Context: an optimization exercise on an open-source flow, tuned for small area, a short achievable clock period and few clock cycles. The choices shown serve that exercise and are no tape-out recipe. Only simulation tests tie the RTL to the original design; equivalence was not proved. Power figures rest on the tool's default switching activity, not on a simulated workload.

JK:
Design radixconv, start of the top module:
module radixconv (
    input  wire        clk,
    input  wire        rst,
    input  wire        host_valid,
    input  wire        host_we,
    input  wire        host_buf,
    input  wire [6:0]  host_addr,
    input  wire [15:0] host_wdata,
    output reg  [15:0] host_rdata
);
Size in the first run: about 6200 cells after synthesis, about 1300 flip-flops, ~44 I/O pins, about 70000 sq um of cells after synthesis.
==> flow/config.mk <==
export PLATFORM = sky130hd
export DESIGN_NAME = radixconv
export DESIGN_NICKNAME = radixconv
export VERILOG_FILES = /design/flow/design.v
export SDC_FILE = /design/flow/constraint.sdc
export NUM_CORES = 4
export LEC_CHECK = 0
export CAP_MARGIN = 30
export CORE_MARGIN = 2
export CORE_UTILIZATION = 55
export CTS_BUF_LIST = sky130_fd_sc_hd__clkbuf_4
export CTS_CLUSTER_DIAMETER = 50
export CTS_CLUSTER_SIZE = 8
export SLEW_MARGIN = 30
==> flow/constraint.sdc <==
create_clock -name core_clock -period 10.0 [get_ports {clk}]
set_input_delay 2.0000 -clock core_clock [delete_from_list [all_inputs] [get_ports {clk}]]
set_output_delay 2.0000 -clock core_clock [all_outputs]
set_load 0.01 [all_outputs]
standard.sh (not shown) runs the stock make flow with config.mk's settings and CLKGATE_MAP_FILE= SYNTH_SCRIPT=/design/flow/synth_recipe.tcl, a recipe that flattens the netlist after the stock synthesis.
==> flow/flow/run.sh <==
#!/bin/bash
# The standard layout (the standard.sh: ORFS synthesis to finish), with timing repair aimed at a
# setup margin of 5.5 ns and without gate cloning. The make output goes to flow.log; ORFS keeps each
# step's own log under orfs/logs/.
set -euo pipefail
bash standard.sh SETUP_SLACK_MARGIN=5.5 SKIP_GATE_CLONING=1 finish > flow.log 2>&1
JK: done, clean on timing, DRC and antenna
Testbench counts of JK, summed over its fixed seeds: cycles 30,579.
For MS, these inputs were changed with respect to JK:
- CORE_UTILIZATION changed from 55 to 65
- CTS_CLUSTER_DIAMETER removed (was 50)
- CTS_CLUSTER_SIZE removed (was 8)
Results
- Going from JK to MS, met2 layer wire length in the routed design shrank by a few percent.
- Re multiplexer share of the synthesized area: no difference whatsoever between MS and JK.
- Against JK, MS comes in 230 ps lower on final setup slack of the worst path.
- Compared with JK, in MS final worst-path cycle share saw an increase, growth of design area from synthesis to finish saw an increase, transition at the pin with the smallest max-transition slack saw an increase.
- On final design utilization, the higher figure sits with MS, not JK.
- Compared with JK, MS shows sum of internal, switching and leakage power higher by about 17%.
- Relative to JK, the first-pass GRT wire length measured on MS has decreased by a few percent.
- In MS, the routed wire length came out about 1.8% below the value in JK.

* * *

radixconv again, from the RTL that the note above started with.
==> flow/design.v (excerpt) <==
module radixconv (
    input  wire        clk,
    input  wire        rst,
    input  wire        host_valid,
    input  wire        host_we,
    input  wire        host_buf,
    input  wire [6:0]  host_addr,
    input  wire [15:0] host_wdata,
    output reg  [15:0] host_rdata
);
    localparam BUF_SIZE = 128;
    localparam [3:0] ERR_ILLEGAL = 4'd1;
    localparam [3:0] ERR_WIDTH   = 4'd2;
    localparam [3:0] ERR_BOUNDS  = 4'd3;
    localparam [3:0] ERR_OVERLAP = 4'd4;
    localparam [3:0] ERR_SYMBOL  = 4'd5;
    localparam [3:0] ERR_BUSY    = 4'd6;
    localparam [2:0] S_CHK   = 3'd0;    
    localparam [2:0] S_DIV   = 3'd1;    
    localparam [2:0] S_SET   = 3'd2;    
    localparam [2:0] S_CONV  = 3'd3;    
    localparam [2:0] S_ALPHA = 3'd4;    
    reg [8*BUF_SIZE-1:0] buf_mem;    
    reg [15:0] cmdl, srcaddr, srclen, dstaddr;
    reg [7:0]  dstlen;       
    reg        busy, done, err;
    reg [3:0]  errcode;
    reg [2:0]  state;
    reg [1:0]  div_cnt;
    reg [11:0] div_l;        
    reg [2:0]  div_r;        
    reg        m_inc;        
    reg        fwd;          
    reg        fip;          
    reg        skip;         
    reg [31:0] work;         
    reg [5:0]  wbits;        
    reg [7:0]  ins_left;     
    reg [6:0]  rp, wp;       
    reg [6:0]  wpn;          
    reg [31:0] cur, nxt;     
    reg [1:0]  prime;        
    reg        son;          
    reg [4:0]  pf;           
    reg        done_r;       
    reg        bad_r;        
    reg [4:0]  wi;           
    reg [4:0]  wq;           
    reg [6:0]  a_end;        
    reg        src_ok;       
    reg        dst_bad;      
    reg        ovl_bad;      
    reg [5:0]  c_t1, c_t2;   
    reg [5:0]  c_off;        
    reg        f_ge1, f_ge2;    
    reg        f_eqb, f_nz;     
    reg        f_fit1, f_fit2;  
  ...
Settings: LEC_CHECK=0, CAP_MARGIN=30, CORE_MARGIN=2, CORE_UTILIZATION=65, CTS_BUF_LIST=sky130_fd_sc_hd__clkbuf_8, SLEW_MARGIN=30; clock period 10.0 ns.
Scripts as last shown in full above: flow/flow/run.sh
Testbench counts at the start, summed over its fixed seeds: cycles 30,579.
Edit:
--- a/flow/config.mk
+++ b/flow/config.mk
@@ -7,6 +7,6 @@
 export LEC_CHECK = 0
-export CAP_MARGIN = 30
+export CAP_MARGIN = 20
 export CORE_MARGIN = 2
-export CORE_UTILIZATION = 65
+export CORE_UTILIZATION = 55
 export CTS_BUF_LIST = sky130_fd_sc_hd__clkbuf_8
-export SLEW_MARGIN = 30
+export SLEW_MARGIN = 20
What happened: The changed run finished but fails on max-capacitance violations, max-slew violations. Clock skew came out lower by 0.020 ns. Critical path depth is lower by 9. Total power is about the same.
Edit:
--- a/flow/config.mk
+++ b/flow/config.mk
@@ -7,3 +7,3 @@
 export LEC_CHECK = 0
-export CAP_MARGIN = 20
+export CAP_MARGIN = 30
 export CORE_MARGIN = 2
@@ -11,2 +11,2 @@
 export CTS_BUF_LIST = sky130_fd_sc_hd__clkbuf_8
-export SLEW_MARGIN = 20
+export SLEW_MARGIN = 30
Result: The changed run finished clean; setup slack improved by 0.029 ns; hold slack improved by 0.0049 ns; final area went up by 0.43%; power went up by 0.97%; flip-flop and latch count stays the same; via count is about the same; fmax went up by 0.63%.

[port drivers added, routing unchanged]
No port has a modelled driver above. Below, the same layouts with a new extraction and two added sets of constraints. Step 1 (the two cells are an assumption about what drives the block):
set clk [get_ports {clk}]
set_driving_cell -lib_cell sky130_fd_sc_hd__clkbuf_16 $clk
set_driving_cell -lib_cell sky130_fd_sc_hd__buf_2 [delete_from_list [all_inputs] $clk]
Step 2, shift: input delay + t, output delay - t, t = (earliest + latest rising clock arrival at the registers) / 2. This alone moves slack from input paths to output paths. a / b / c = ideal ports / drivers / drivers and shift; a / b = the first two.
run	t, ns	setup slack, ns	slew at the worst register clock pin (ns)	worst data-port slew with drivers (ns)
JK	1.314	5.413 / 5.437 / 4.150	0.11 / 0.11	0.06
MS	1.257	5.180 / 5.230 / 3.973	0.08 / 0.08	0.06
the first run of note 2	1.006	5.060 / 5.020 / 4.014	0.08 / 0.08	0.12
the second run of note 2	1.036	5.314 / 5.355 / 4.319	0.08 / 0.08	0.08
the third run of note 2	1.054	5.343 / 5.341 / 4.287	0.07 / 0.07	0.10
The setup slack of JK, which loses most, moves by +0.024 ns with the drivers and by -1.263 ns with both steps.
